Context: an optimization exercise on an open-source flow, tuned for small area, a short achievable clock period and few clock cycles. The choices shown serve that exercise and are no tape-out recipe. No run shown here included a check of the RTL's function; only the layout flow was run. Power and IR drop assume default switching activity.

File: design/flow/design.v
module tdm_deframer (
    input  wire        clk,
    input  wire        rst,           
    input  wire        ev_valid,
    output wire        ev_ready,
    input  wire [7:0]  ev_hdr,
    input  wire [31:0] ev_pos,
    input  wire [31:0] ev_payload,
    output reg  [1:0]  want,          
    output wire        fatal,
    output wire        rec_valid,
    input  wire        rec_ready,
    output reg  [4:0]  rec_cls,
    output reg         rec_line,
    output reg  [3:0]  rec_slot,
    output reg  [3:0]  rec_field,
    output reg  [19:0] rec_value,
    output reg  [4:0]  rec_width,
    output reg  [31:0] rec_start,
    output reg  [31:0] rec_end
);
    localparam [2:0] K_FALL  = 3'd1,
                     K_RISE  = 3'd2,
                     K_END   = 3'd3,
                     K_RESET = 3'd4,
                     K_SETUP = 3'd6;
    localparam [2:0] PH_UNCONF    = 3'd0,
                     PH_AWAIT_1ST = 3'd1,
                     PH_AWAIT_FAL = 3'd2,
                     PH_AWAIT_RIS = 3'd3,
                     PH_ENDED     = 3'd4,
                     PH_CFG_ERR   = 3'd5;
    localparam [3:0] F_BIT = 4'd0, F_SLOTRAW = 4'd1, F_READY = 4'd2,
                     F_VALID = 4'd3, F_RSV = 4'd4, F_CODEC = 4'd5,
                     F_RW = 4'd6, F_ADDR = 4'd7, F_DATA = 4'd8, F_RAW = 4'd9;
    localparam [4:0] CLS_ERROR = 5'd31;
    reg  [2:0]  phase;
    reg  [31:0] last_pos;
    reg         last_pos_vld;
    reg         lat_out, lat_in;
    reg         hb;
    reg  [31:0] b_pos;
    reg         b_sync, b_first, b_lo, b_li;
    reg         hl;
    reg         hl_sync, hl_first;
    reg  [31:0] p_cur;          
    reg         sync_prev;
    reg         frame_act;
    reg  [3:0]  slot_k;
    reg  [4:0]  slot_j;
    reg  [19:0] sr_out, sr_in;
    reg  [12:1] valid_out, valid_in;    
    reg  [31:0] pos_s;          
    reg  [31:0] cap_a;          
    reg  [31:0] cap_b;          
    reg  [31:0] cap_c;          
    reg         bit_ph;         
    reg         sv;             
    reg  [13:2] em_oh;          
    reg  [3:0]  em_k;           
    reg  [3:0]  ss;             
    reg  [3:0]  es;             
    reg  [4:0]  d_cls, d_wid;   
    reg  [3:0]  d_fld;
    reg         d_line;
    reg  [10:0] d_vm;           
    assign fatal = (phase == PH_CFG_ERR);
    always @(*) begin
        case (phase)
            PH_AWAIT_1ST, PH_AWAIT_RIS: want = 2'd2;
            PH_AWAIT_FAL:               want = 2'd1;
            default:                    want = 2'd0;
        endcase
    end
    assign ev_ready = !(hb && hl);
    wire [2:0] kind     = ev_hdr[2:0];
    wire       hdr_rsvd = (kind == 3'd0) || (kind == 3'd7) || ev_hdr[7];
    function [1:0] gt_merge;
        input [1:0] hi, lo;
        gt_merge = {hi[1] | (!hi[0] & lo[1]), hi[0] | (!hi[1] & lo[0])};
    endfunction
    reg  [1:0] gt_t [0:62];
    integer    g;
    integer    vk;
    always @(*) begin
        for (g = 0; g < 32; g = g + 1)
            gt_t[31 + g] = {ev_pos[g] & !last_pos[g], !ev_pos[g] & last_pos[g]};
        for (g = 30; g >= 0; g = g - 1)
            gt_t[g] = gt_merge(gt_t[2 * g + 2], gt_t[2 * g + 1]);
    end
    wire       pos_ok   = !last_pos_vld || gt_t[0][1];
    wire       ev_take  = ev_valid && ev_ready && !hdr_rsvd;
    wire do_setup = ev_take && (kind == K_SETUP);
    wire do_reset = ev_take && (kind == K_RESET) && (phase != PH_CFG_ERR);
    wire do_end   = ev_take && (kind == K_END) &&
                    (phase != PH_UNCONF) && (phase != PH_CFG_ERR);
    wire do_fall  = ev_take && (kind == K_FALL) && (phase == PH_AWAIT_FAL) && pos_ok;
    wire do_rise1 = ev_take && (kind == K_RISE) && (phase == PH_AWAIT_1ST) && pos_ok;
    wire do_rise  = ev_take && (kind == K_RISE) && (phase == PH_AWAIT_RIS) && pos_ok;
    wire do_rx    = do_rise1 || do_rise;
    wire pop    = !sv && hb && (b_first || (bit_ph && rec_ready));
    wire b_free = !hb || pop;
    wire       start   = !sync_prev && b_sync;
    wire       acc     = start || (frame_act && (slot_k != 4'd13));
    wire [4:0] acc_j   = start ? 5'd0 : slot_j;
    wire [3:0] acc_k   = start ? 4'd0 : slot_k;
    wire [4:0] acc_jn  = acc_j + 5'd1;
    wire       acc_k0  = (acc_k == 4'd0);
    wire       acc_cmp = acc_k0 ? (acc_j == 5'd15) : (acc_j == 5'd19);
    wire [19:0] sr_out_n = {sr_out[18:0], b_lo};
    wire [19:0] sr_in_n  = {sr_in[18:0],  b_li};
    wire       cap_b_at = acc_k0 ? (acc_j == 5'd12) :
                          (acc_k == 4'd1) ? (acc_j == 5'd7)  :
                          (acc_k == 4'd2) && (acc_j == 5'd15);
    wire [19:0] v_out = (em_k == 4'd0) ? {4'd0, sr_out[15:0]} : sr_out;
    wire [19:0] v_in  = (em_k == 4'd0) ? {4'd0, sr_in[15:0]}  : sr_in;
    wire        vb_out = valid_out[em_k];
    wire        vb_in  = valid_in[em_k];
    wire [3:0]  em_kc  = {em_k > 4'd2, em_k == 4'd2, em_k == 4'd1, em_k == 4'd0};
    wire [4:0] rm_out = em_kc[0] ? {1'b1, v_out[2], 3'b111} :
                        !vb_out  ? 5'b00000 :
                        em_kc[1] ? {1'b0, (v_out[11:0] != 12'd0), 3'b111} :
                        em_kc[2] ? {2'b00, (v_out[3:0] != 4'd0), 2'b11} :
                                   5'b00001;
    wire [4:0] rm_in  = em_kc[0] ? {1'b1, v_in[2], 3'b111} :
                        !vb_in   ? 5'b00000 :
                        em_kc[1] ? {(v_in[11:0] != 12'd0), 1'b1, 1'b1, v_in[19], 1'b1} :
                        em_kc[2] ? {2'b00, (v_in[3:0] != 4'd0), 2'b11} :
                                   5'b00001;
    wire [13:2] present = {rm_in, rm_out, 2'b11};
    reg  [13:2] above, nx_oh;
    reg         seen;
    integer     i;
    always @(*) begin
        seen = 1'b0;
        for (i = 2; i <= 13; i = i + 1) begin
            above[i] = seen;
            seen = seen | em_oh[i];
        end
        seen = 1'b0;
        for (i = 2; i <= 13; i = i + 1) begin
            nx_oh[i] = present[i] && above[i] && !seen;
            seen = seen | (present[i] && above[i]);
        end
    end
    wire em_last = !seen;
    wire [4:0] nr_oh  = nx_oh[8:4] | nx_oh[13:9];
    wire       n_line = nx_oh[3] | (|nx_oh[13:9]);
    wire       n_rawe = nx_oh[3];                    
    wire       n_k1o = em_kc[1] & !n_line, n_k1i = em_kc[1] & n_line;
    wire       n_ready = em_kc[0] & nr_oh[0];
    wire       n_valid = em_kc[0] & nr_oh[1];
    wire       n_rsv0  = em_kc[0] & (nr_oh[2] | nr_oh[3]);
    wire       n_codec = em_kc[0] & nr_oh[4];
    wire       n_rw    = n_k1o & nr_oh[0];
    wire       n_rsv1  = n_k1i & (nr_oh[0] | nr_oh[1]);
    wire       n_addr  = (n_k1o & nr_oh[1]) | (n_k1i & nr_oh[2]);
    wire       n_rsv12 = (n_k1o & (nr_oh[2] | nr_oh[3])) | (n_k1i & (nr_oh[3] | nr_oh[4]));
    wire       n_data  = em_kc[2] & nr_oh[0];
    wire       n_rsv4  = em_kc[2] & (nr_oh[1] | nr_oh[2]);
    wire       n_raw   = em_kc[3] & !n_rawe;
    wire       n_err   = (em_kc[0] & nr_oh[3]) | (n_k1o & nr_oh[3]) |
                         (n_k1i & (nr_oh[1] | nr_oh[4])) | (em_kc[2] & nr_oh[2]);
    wire       n_full  = n_rawe | n_raw;
    wire [4:0] cls_out = 5'd4 + {1'b0, em_k};      
    wire [4:0] cls_in  = 5'd17 + {1'b0, em_k};
    reg  [3:0] ss_nx, es_nx;
    reg  [4:0] cls_nx, wid_nx;
    reg  [3:0] fld_nx;
    reg  [10:0] vm_nx;
    always @(*) begin
        ss_nx[1] = n_valid | n_addr;
        ss_nx[2] = n_rsv0 | n_rsv12 | n_rsv4;
        ss_nx[3] = n_codec;
        ss_nx[0] = !(ss_nx[1] | ss_nx[2] | ss_nx[3]);
        es_nx[1] = n_ready | n_rw | n_rsv1;
        es_nx[2] = n_valid | n_addr | n_data;
        es_nx[3] = n_rsv0;
        es_nx[0] = !(es_nx[1] | es_nx[2] | es_nx[3]);
        cls_nx   = n_rawe ? 5'd3 : n_err ? CLS_ERROR : n_line ? cls_in : cls_out;
        fld_nx   = n_rawe ? F_SLOTRAW : n_ready ? F_READY : n_valid ? F_VALID :
                   n_codec ? F_CODEC : n_rw ? F_RW : n_addr ? F_ADDR :
                   n_data ? F_DATA : n_raw ? F_RAW : F_RSV;
        wid_nx   = (n_rawe & em_kc[0]) ? 5'd16 : n_full ? 5'd20 :
                   (n_valid | n_rsv12) ? 5'd12 : n_codec ? 5'd2 : n_addr ? 5'd7 :
                   n_data ? 5'd16 : n_rsv4 ? 5'd4 : 5'd1;
        vm_nx[0]  = n_full | n_rsv12 | n_rsv4 | n_codec;           
        vm_nx[1]  = n_full | n_rsv12 | n_rsv4;                     
        vm_nx[2]  = n_full | n_rsv12;                              
        vm_nx[3]  = n_full;                                        
        vm_nx[4]  = n_full & !em_kc[0];                            
        vm_nx[5]  = n_valid;                                       
        vm_nx[6]  = n_addr;                                        
        vm_nx[7]  = n_data;                                        
        vm_nx[8]  = n_ready;                                       
        vm_nx[9]  = n_rsv0;                                        
        vm_nx[10] = n_rw | n_rsv1;                                 
    end
    always @(posedge clk) begin
        if (do_setup) begin
            phase        <= (ev_payload[3:0] == 4'hf) ? PH_AWAIT_1ST : PH_CFG_ERR;
            last_pos_vld <= 1'b0;
        end
        if (do_reset) begin
            phase        <= (phase == PH_UNCONF) ? PH_UNCONF : PH_AWAIT_1ST;
            last_pos_vld <= 1'b0;
        end
        if (do_end) begin
            phase        <= PH_ENDED;
            last_pos_vld <= 1'b0;
        end
        if (do_fall) begin
            lat_out      <= ev_hdr[4];
            lat_in       <= ev_hdr[5];
            phase        <= PH_AWAIT_RIS;
        end
        if (do_rx)
            phase        <= PH_AWAIT_FAL;
        if (do_fall || do_rx) begin
            last_pos     <= ev_pos;
            last_pos_vld <= 1'b1;
        end
        if (b_free) begin
            if (hl) begin
                b_pos   <= last_pos;
                b_sync  <= hl_sync;
                b_first <= hl_first;
            end else begin
                b_pos   <= ev_pos;
                b_sync  <= ev_hdr[3];
                b_first <= (phase == PH_AWAIT_1ST);
            end
            b_lo <= lat_out;
            b_li <= lat_in;
        end
        if (do_rx) begin
            hl_sync  <= ev_hdr[3];
            hl_first <= do_rise1;
        end
        hb <= b_free ? (hl || do_rx) : 1'b1;
        hl <= b_free ? 1'b0 : (hl || do_rx);
        if (!sv && hb && !b_first && rec_ready)
            bit_ph <= !bit_ph;
        if (sv && rec_ready) begin
            if (em_last) begin
                sv <= 1'b0;
                ss <= 4'd0;
                es <= 4'd0;
            end else begin
                ss <= ss_nx;
                es <= es_nx;
            end
            d_cls  <= cls_nx;
            d_wid  <= wid_nx;
            d_fld  <= fld_nx;
            d_line <= n_line;
            d_vm   <= em_last ? 11'd0 : vm_nx;
            em_oh <= nx_oh;
        end
        if (pop) begin
            p_cur     <= b_pos;
            sync_prev <= b_sync;
            if (b_first) begin
                frame_act <= 1'b0;
            end else begin
                if (start)
                    frame_act <= 1'b1;
                sv    <= acc && acc_cmp;
                ss    <= {3'd0, acc && acc_cmp};
                es    <= {3'd0, acc && acc_cmp};
                em_oh <= 12'b1;
                d_cls  <= 5'd2;
                d_wid  <= acc_k0 ? 5'd16 : 5'd20;
                d_fld  <= F_SLOTRAW;
                d_line <= 1'b0;
                d_vm   <= (acc && acc_cmp) ? {6'd0, !acc_k0, 4'b1111} : 11'd0;
                em_k  <= acc_k;
                if (acc) begin
                    sr_out <= sr_out_n;
                    sr_in  <= sr_in_n;
                    if (acc_j == 5'd0)   pos_s <= p_cur;
                    if (acc_j == 5'd0)   cap_a <= b_pos;
                    if (cap_b_at)        cap_b <= b_pos;
                    if (acc_j == 5'd13)  cap_c <= b_pos;
                    if (acc_cmp) begin
                        slot_j <= 5'd0;
                        slot_k <= acc_k + 4'd1;
                        if (acc_k0) begin
                            for (vk = 1; vk <= 12; vk = vk + 1) begin
                                valid_out[vk] <= sr_out_n[15 - vk];
                                valid_in[vk]  <= sr_in_n[15 - vk];
                            end
                        end
                    end else begin
                        slot_j <= acc_jn;
                        slot_k <= acc_k;
                    end
                end
            end
        end
        if (rst) begin
            phase        <= PH_UNCONF;
            last_pos_vld <= 1'b0;
            hb           <= 1'b0;
            hl           <= 1'b0;
            bit_ph       <= 1'b0;
            sv           <= 1'b0;
            ss           <= 4'd0;
            es           <= 4'd0;
            d_vm         <= 11'd0;
        end
    end
    assign rec_valid = sv || (hb && !b_first);
    always @(*) begin
        rec_start = ({32{!sv}} & p_cur) | ({32{ss[0]}} & pos_s) | ({32{ss[1]}} & cap_a) |
                    ({32{ss[2]}} & cap_b) | ({32{ss[3]}} & cap_c);
        rec_end   = ({32{!sv}} & b_pos) | ({32{es[0]}} & p_cur) | ({32{es[1]}} & cap_a) |
                    ({32{es[2]}} & cap_b) | ({32{es[3]}} & cap_c);
    end
    wire [19:0] r_v = d_line ? sr_in : sr_out;
    wire [19:0] idm = {{4{d_vm[4]}}, {4{d_vm[3]}}, {8{d_vm[2]}}, {2{d_vm[1]}}, {2{d_vm[0]}}};
    always @(*) begin
        rec_line  = sv ? d_line : bit_ph;
        rec_cls   = sv ? d_cls : {4'd0, bit_ph};
        rec_slot  = sv ? em_k : 4'd15;
        rec_field = sv ? d_fld : F_BIT;
        rec_width = sv ? d_wid : 5'd1;
        rec_value = (idm & r_v) |
                    ({20{d_vm[5]}} & {8'd0, r_v[14:3]}) |
                    ({20{d_vm[6]}} & {13'd0, r_v[18:12]}) |
                    ({20{d_vm[7]}} & {4'd0, r_v[19:4]}) |
                    {19'd0, (d_vm[8] & r_v[15]) | (d_vm[9] & r_v[2]) | (d_vm[10] & r_v[19]) |
                            (!sv & (bit_ph ? b_li : b_lo))};
    end
endmodule
File: design/flow/flow/run.sh
#!/bin/bash
# The standard layout (standard.sh: unchanged synthesis and ORFS steps) with two
# settings added to config.mk:
#  - every input and output port still gets a buffer, but a plain buf_1 rather than
#    the delay cell buffer_ports picks by default.
# standard.sh's full output goes to standard.log in this folder.
set -euo pipefail
cat >> config.mk <<'EOT'
export SETUP_SLACK_MARGIN = 6.0
export BUFFER_PORTS_ARGS = -buffer_cell sky130_fd_sc_hd__buf_1
EOT
bash standard.sh > standard.log 2>&1
File: design/flow/standard.sh
#!/bin/bash
# synth_recipe.tcl (not shown) runs the flow's synth.tcl, then flattens the netlist and writes it again
# the make line also repeats each setting of config.mk as NAME=value (left out here)
make -C /OpenROAD-flow-scripts/flow DESIGN_CONFIG=/design/flow/config.mk WORK_HOME=/design/flow/orfs CLKGATE_MAP_FILE= SYNTH_SCRIPT=/design/flow/synth_recipe.tcl "${@:-finish}"
File: design/flow/config.mk
export PLATFORM = sky130hd
export DESIGN_NAME = tdm_deframer
export DESIGN_NICKNAME = tdm_deframer
export VERILOG_FILES = /design/flow/design.v
export SDC_FILE = /design/flow/constraint.sdc
export NUM_CORES = 4
export LEC_CHECK = 0
export CAP_MARGIN = 5
export CORE_MARGIN = 2
export CORE_UTILIZATION = 60
export CTS_CLUSTER_DIAMETER = 80
export CTS_CLUSTER_SIZE = 24
export PLACE_DENSITY = 0.72
export SLEW_MARGIN = 5
export TNS_END_PERCENT = 5
export SETUP_SLACK_MARGIN = 6.0
export BUFFER_PORTS_ARGS = -buffer_cell sky130_fd_sc_hd__buf_1
File: design/flow/constraint.sdc
create_clock -name core_clock -period 10.0 [get_ports {clk}]
set_input_delay 2.0000 -clock core_clock [delete_from_list [all_inputs] [get_ports {clk}]]
set_output_delay 2.0000 -clock core_clock [all_outputs]
set_load 0.01 [all_outputs]
==> reports/metrics.yaml, run 1 <==
detailed_routing:
  detailed_router_iteration_count_before_antenna_repair: 9
  vias: 11460
  drt_iter0_drc: 1606
  post_drt_wl_per_cell_um: 22.30
  wirelength_mm: 39.31
  viasPerCell: 6.499
  detail_route.drc_violations: 0
  detail-route-antenna-nets: 0
clock_tree:
  clk_latency_ns: 0.53
  clkTransAtPathRegs_ns: 0.09
  cts.sink_count: 364
  cts_max_path_buffers: 3
  numCtsBuffers: 19
  tritoncts: "done"
  clk_tree_root_cell: "clkbuf_16"
  ctsHtreeMaxLevel: 1
timing:
  fin_tns_setup_ns: 0
  fin_crit_ns: 4.120
  period_share_pct: 41.20
  finalClockSkew_ns: 0.02786
  timing_hold_violations_final: 0
  slew_viol_final: 0
  fmaxAchievable_mhz: 242.7
  rsz0062_at_grt: "true"
  timing.max_slew.rel_slack_pct: 35.18
  worst-slew-pin-transition_ns: 0.9723
  finalSetupViolations: 0
logic_synthesis:
  post_synth_inst_count: 1283
  yosys.area.top_type: "edfxtp_1"
  post-synth-top-count-cell: "edfxtp_1"
  asyncSetResetFlopFracSynth_pct: 0
  mappedNetlistNets: 1374
  yosysWarnings: 2
  synth_top_area_share_pct: 57.47
  synth_enable_flop_cells: 311
  most_frequently_used_flop_master_after_synthesis: "edfxtp_1"
  ys_top_cells_by_area: "edfxtp_1 57%, dfxtp_1 6.5%, a222oi_1 4.4%"
  netlist-cell-type-count: 82
  synth_seq_area_share_pct: 64.00
  synth.cells.most_frequent: "311 x edfxtp_1, 168 x nand2_1, 80 x a22oi_1, 71 x a222oi_1, 61 x clkbuf_1"
  syn_area_per_cell_um2: 12.67
  postSynthRegisterBits: 364
  syn-cell-area_um2: 16250
global_route:
  grtUsageTotal_pct: 27.24
  grt_first_pass_wirelength_mm: 60.64
  grt_max_degree: 68
  first_global_vias: 10990
  grt_remaining_overflow: 0
  grt_antenna_before_repair: 1
status:
  outcome: "timing/DRC/antenna clean"
min_path:
  min_from: "lat_in"
  hold_path_class: "reg -> reg"
final_layout:
  filler_cell_count: 1969
  layout.cells.non_filler: 1763
  area_of_combinational_cells_with_multiple_inputs_um2: 5431
  register_area_um2: 10420
  fin_nets: 1500
  post_route_cells_drive_above_1_share_pct: 10.90
  insertedDiodeCount: 0
  syn2layout_area_growth_pct: 10.44
floorplanning:
  floorplan.die.width_um: 168.6
  die_span_y_um: 168.6
  dieArea_um2: 28410
  num_io_pins: 184
  start_util_pct: 60.63
  core_area_um2: 26800
  placementRows: 60
placed_design:
  dpl.hpwl_mm: 25.03
  dp_cells: 1710
  port-buffer-count: 154
  globalplace.congestion: 0.9354
pwr:
  leakage_nw: 5.925
  powerDensity_nw_per_um2: 144.1
  vdd_drop_max_mv: 0.1348
setup_path:
  cp-end-kind: "flop"
  setup.worst_path.start: "ev_pos[24]"
  max_stage_delay_cell_worst_path: "or3_4"
  timing.critical_path.from_type: "input port"
  timing.critical_path.arrival_ns: 4.37
  crit_path_max_incr_delay_ns: 0.38
  criticalPathCategory: "in -> reg"
  crit-reg2reg-launch: "em_k[1]"
  worstPathCellList: "buf_8, nor2b_2, maj3_2, maj3_2, maj3_2, or3_4, o41ai_4, buf_4, o21ai_4, buf_6, clkinvlp_4, buf_12"
  path_max_fanout: 10
  required_time_of_the_critical_path_ns: 10.25
  crit_path_frequent_cell: "maj3_2"
job:
  timing.max_cap.violations: 0
## cell usage in the layout (no fill, tap or decap), types with 5 or more instances in the layout
cell type  count
a211oi_1       5
a21oi_1       47
a222oi_1      71
a22o_1         7
a22oi_1       80
a31oi_1        8
and2_1        26
and3_1         5
buf_1        150
buf_4         20
clkbuf_1      11
clkbuf_16     19
dfxtp_1       43
dfxtp_2        7
edfxtp_1     311
ha_1          15
inv_1         47
maj3_1        20
maj3_2         6
mux2_2        34
mux2i_1        8
nand2_1      167
nand2b_1      15
nand3_1       15
nand4_1        7
nor2_1        54
nor2b_1       12
nor3_1        15
nor3b_1        5
nor4_1         8
o211ai_1       6
o21ai_0       44
o22ai_1        6
o31ai_1        8
xnor2_1        8
## kinds of logic after synthesis
family | synth area share [%]
XOR/XNOR | 0.5390
multiplexers | 3.403
buffers and inverters | 3.142
AND/OR/NAND/NOR | 11.04
flip-flops | 64.00
AO/OA/AOI/OAI | 15.10
adder cells (fa/ha/maj) | 2.772
## routing by layer
layer	up-vias	part of all wire [%]	global-route usage [%]
met2	582	48	45.61
met5	-	0	0
met4	0	2.1	6.484
met1	5578	42	39.01
li1	5239	-	-
met3	59	7.9	2.806
## what timing repair did
action / 4_1_cts / 5_1_grt
cloned: 2 / 0
resized for setup: 14 / 16
setup buffers: 10 / 7
pin swaps: 1 / 6
hold buffers: 0 / 0
endpoints found under the setup margin: 144 / 141
## critical path, delay by kind of cell
family / cells / cell delay, ns
compound gates: 2 / 0.40
fa+ha+maj: 3 / 0.88
buf+inv: 5 / 0.66
simple gates: 2 / 0.42
## path summary, 6_finish.rpt
path	end	slack (ns)	cells past startpoint
setup reg to reg	es[0]	6.25	11
hold / removal	b_li	0.43	0
hold reg to reg	b_li	0.43	0
setup / recovery	last_pos[7]	5.88	12
## layout make-up
| cell class | instances | share of cell area (%) |
|---|---|---|
| Sequential cell | 364 | 58.06 |
| Multi-Input combinational cell | 789 | 30.27 |
| Timing Repair Buffer | 183 | 5.048 |
| Clock buffer | 30 | 2.879 |
| Tap cell | 341 | 2.377 |
| Inverter | 51 | 1.129 |
| Clock inverter | 4 | 0.1952 |
| Timing Repair inverter | 1 | 0.04183 |
## sequential cells by signal, indices dropped and copies added, names as in the netlist, 11 cells and up
register and count:
cap_b 32, last_pos 32, em_oh 11, cap_a 32, cap_c 32, pos_s 32, b_pos 32, sr_out 20
d_vm 11, valid_in 12, sr_in 20, p_cur 32, valid_out 12
## power by group
group | internal [W] | leakage, nW | switching, W
clock network | 0.000366 | 0.264 | 0.000462
registers | 0.00165 | 3.28 | 0.0000154
logic | 0.0000418 | 2.38 | 0.0000554
## stage by stage
stage	setup slack, ns	cell area, µm²	utilization (%)	total power [W]	hold WS (ns)
floorplan	5.482	16300	-	0.001751	0.4003
global placement	4.976	17100	63.80	0.001785	0.4125
detailed placement	4.931	17100	63.80	0.001787	0.4210
CTS	5.802	17850	66.60	0.002594	0.4358
global route	5.833	17950	66.96	0.002663	0.4480
finish	5.880	17950	66.96	0.002586	0.4299
==> inputs of run 2 (changes only) <==
--- a/design/flow/config.mk
+++ b/design/flow/config.mk
@@ -9,6 +9,6 @@
 export CORE_MARGIN = 2
-export CORE_UTILIZATION = 60
+export CORE_UTILIZATION = 66
 export CTS_CLUSTER_DIAMETER = 80
 export CTS_CLUSTER_SIZE = 24
-export PLACE_DENSITY = 0.72
+export PLACE_DENSITY = 0.76
 export SLEW_MARGIN = 5
==> reports/metrics.yaml, run 2 <==
logic_synthesis:
  postSynthRegisterBits: 364  # unchanged
  synthXorXnorAreaFrac_pct: 0.5390  # unchanged
  syn_area_per_cell_um2: 12.67  # unchanged
  synth-simple-area-share_pct: 11.04  # unchanged
  ys_top_cells_by_area: "edfxtp_1 57%, dfxtp_1 6.5%, a222oi_1 4.4%"
  yosys.area.top_type: "edfxtp_1"
  syn-cell-area_um2: 16250  # unchanged
  synth.cells.most_frequent: "311 x edfxtp_1, 168 x nand2_1, 80 x a22oi_1, 71 x a222oi_1, 61 x clkbuf_1"
  yosysWarnings: 2  # unchanged
  synth_top_area_share_pct: 57.47  # unchanged
  mappedNetlistNets: 1374  # unchanged
  complex_gate_fraction_of_the_synthesized_area_pct: 15.10  # unchanged
  post_synth_inst_count: 1283  # unchanged
  post_synth_fa_ha_maj_area_fraction_pct: 2.772  # unchanged
  synth_enable_flop_cells: 311  # unchanged
  post_synth_mux_area_share_pct: 3.403  # unchanged
  main_combinational_cell_family_by_area_after_synthesis: "compound AO/OA/AOI/OAI gates"
  asyncSetResetFlopFracSynth_pct: 0  # unchanged
  synth_seq_area_share_pct: 64.00  # unchanged
  netlist-cell-type-count: 82  # unchanged
  most_frequently_used_flop_master_after_synthesis: "edfxtp_1"
  post-synth-top-count-cell: "edfxtp_1"
final_layout:
  finish.utilization_pct: 73.64  # +6.7 points
  fin_nets: 1492  # -0.53%
  commonest_cells_after_routing_fill_and_taps_aside: "311 x edfxtp_1, 167 x nand2_1, 150 x buf_1, 80 x a22oi_1, 71 x a222oi_1"
  post_route_cells_drive_above_1_share_pct: 10.47  # -0.43 points
  final_common_cell: "edfxtp_1"
  filler_cell_count: 1689  # -14%
  register_area_um2: 10420  # about the same
  area_of_combinational_cells_with_multiple_inputs_um2: 5430  # about the same
  insertedDiodeCount: 0  # unchanged
  syn2layout_area_growth_pct: 9.894
global_route:
  grt_first_pass_wirelength_mm: 59.51  # -1.9%
  grt_antenna_before_repair: 0  # -1
  grt_remaining_overflow: 0  # unchanged
  grtUsageTotal_pct: 29.58  # +2.3 points
  first_global_vias: 10920  # -0.61%
  grt_max_degree: 68  # unchanged
detailed_routing:
  detail_route.drc_violations: 0  # unchanged
  viasPerCell: 6.639  # +2.2%
  vias: 11540  # +0.71%
  detailed_router_iteration_count_before_antenna_repair: 10  # +1
  wirelength_mm: 39.54  # +0.59%
  post_drt_wl_per_cell_um: 22.75  # +2.0%
  detail-route-antenna-nets: 0  # unchanged
  drt_iter0_drc: 1456  # -9.3%
pwr:
  vdd_drop_max_mv: 0.1368  # +1.5%
  cell_internal_pwr_w: 0.002079  # +1.3%
  powerDensity_nw_per_um2: 146.6  # +1.7%
  switching_share_pct: 20.58  # -0.030 points
  clockPowerShare_pct: 32.7  # +0.7 points
  p_switching_w: 0.0005386  # +1.1%
  leakage_nw: 5.891  # -0.57%
  power_frac_seq_pct: 63.5  # -0.7 points
  power.combinational.fraction_pct: 3.8  # about the same
setup_path:
  criticalPathCategory: "in -> reg"
  path_max_fanout: 8  # -2
  timing.critical_path.from_type: "input port"
  crit_path_max_incr_delay_ns: 0.48  # +0.10 ns
  worstPathCellList: "buf_8, inv_4, maj3_2, maj3_2, maj3_2, or3_4, o41ai_4, o21ai_4, clkinvlp_4, clkbuf_16"
  timing.critical_path.arrival_ns: 4.41  # +0.04 ns
  required_time_of_the_critical_path_ns: 10.26  # about the same
  worst-path-buf-inv: 4  # -1
  path_delay_family: "adder cells"
  max_stage_delay_cell_worst_path: "o41ai_4"
  cp-end-kind: "flop"
  crit_path_frequent_cell: "maj3_2"
timing:
  fmaxAchievable_mhz: 240.6  # -0.85%
  fin_tns_setup_ns: 0  # unchanged
  finalSetupViolations: 0  # unchanged
  worst-slew-pin-transition_ns: 0.9769  # +0.004548 ns
  rsz0062_at_grt: "true"
  period_share_pct: 41.55  # +0.35 points
  finalClockSkew_ns: 0.02187  # -0.005987 ns
  timing.max_slew.rel_slack_pct: 34.88  # -0.30 points
  final.hold.worst_slack_ns: 0.4382  # +0.008369 ns
  slew_viol_final: 0  # unchanged
  timing_hold_violations_final: 0  # unchanged
  fin_crit_ns: 4.155  # +0.03519 ns
floorplanning:
  dieArea_um2: 25890  # -8.9%
  placementRows: 57  # -5.0%
  num_io_pins: 184  # unchanged
  floorplan.die.width_um: 160.9  # -4.5%
  core_area_um2: 24250  # -9.5%
  start_util_pct: 67.01  # +6.4 points
  die_span_y_um: 160.9  # -4.5%
placed_design:
  globalplace.congestion: 0.9457  # +1.1%
  port-buffer-count: 154  # unchanged
  dpl.hpwl_mm: 25.47  # +1.7%
min_path:
  hold_path_class: "reg -> reg"
clock_tree:
  clk_tree_root_cell: "clkbuf_16"
  clk_latency_ns: 0.53  # about the same
  cts_hold_buf: 0  # unchanged
  cts.sink_count: 364  # unchanged
  clkTransAtPathRegs_ns: 0.09  # about the same
  tritoncts: "done"
  numCtsBuffers: 19  # unchanged
  cts_max_path_buffers: 3  # unchanged
  ctsHtreeMaxLevel: 1  # unchanged
status:
  outcome: "timing/DRC/antenna clean"
job:
  timing.max_cap.violations: 0  # unchanged
## run 2: cell counts after synthesis
Identical to the previous run, type by type.
## run 2: final timing paths
path	startpoint	endpoint	slack, ns	cells after the start
worst max register to register	em_k[1]	d_cls[4]	6.15	11
worst max-delay path	ev_pos[25]	last_pos[10]	5.84	10
worst min-delay path	lat_out	b_lo	0.44	0
worst min register to register	lat_out	b_lo	0.44	0
## run 2: timing repair
action	4_1_cts	5_1_grt
pin swaps	2	5
endpoints found under the setup margin	139	90
gates cloned	1	1
gates resized for setup	10	18
buffers inserted	6	4
## run 2: logic make-up (layout without fill, tap and decap cells)
family / after synthesis / after routing
AND/OR/NAND/NOR: 368 / 368
multiplexers: 46 / 46
AO/OA/AOI/OAI: 324 / 324
flip-flops: 364 / 364
XOR/XNOR: 10 / 10
buffers and inverters: 130 / 261
adder cells (fa/ha/maj): 41 / 41
## run 2: through the flow
step                      total power (W)  worst slack [ns]  area, µm²  std cells
after floorplan                  0.001751             5.482      16300       1283
after global placement           0.001785             4.995      17070       1692
after detailed placement         0.001789             4.933      17070       1692
after CTS                        0.002622             5.792      17760       1733
after global routing             0.002684             5.832      17860       1738
final                            0.002618             5.845      17860       1738
## run 2: per-layer routing
| metal | routed length (µm) | track usage [%] |
|---|---|---|
| met5 | 0 | 0 |
| met4 | 799 | 7.386 |
| met3 | 3789 | 4.365 |
| met2 | 18720 | 47.97 |
| met1 | 16230 | 42.85 |
## run 2: final cells by class
class                      instances  share of cell area, %
clock buffer                      30                  2.894
timing repair buffer             175                  4.603
sequential                       364                  58.34
clock inverter                     4                 0.3293
inverter                          51                  1.107
timing repair inverter             1                0.04204
tap                              324                  2.270
multi-input combinational        789                  30.41
## run 2: power groups by stage
| stage | combinational, W | sequential (W) | clock, W |
|---|---|---|---|
| after CTS | 0.0000921 | 0.00166 | 0.000867 |
| after floorplan | 0.0000632 | 0.00169 | 0 |
| after global routing | 0.000107 | 0.00166 | 0.000912 |
| after global placement | 0.0000893 | 0.00170 | 0 |
| final | 0.0000990 | 0.00166 | 0.000856 |
| after detailed placement | 0.0000912 | 0.00170 | 0 |

## separate check: timing with driven ports
How much do the figures lean on ideal ports? The routed layouts below were timed once more, with nothing changed but the port constraints.
Step 1: set_driving_cell puts a clkbuf_16 on clk and a buf_2 on each other input, an assumption about the parent block.
Step 2 also shifts input and output timing later by t, the mid clock arrival at the registers, as if the neighbouring blocks saw the same clock.
Slacks: no drivers / after step 1 / after step 2; pairs: no drivers / after step 1.
run | shift t [ns] | slack for setup (ns) | cell pins on the clock port's net
run 1 | 0.564 | 5.880 / 5.882 / 5.318 | 1
run 2 | 0.571 | 5.845 / 5.845 / 5.275 | 1
After both steps every run listed still meets setup and hold. For run 2, which loses most, drivers alone change the setup slack by 0.000 ns; drivers and shift together by -0.570 ns.
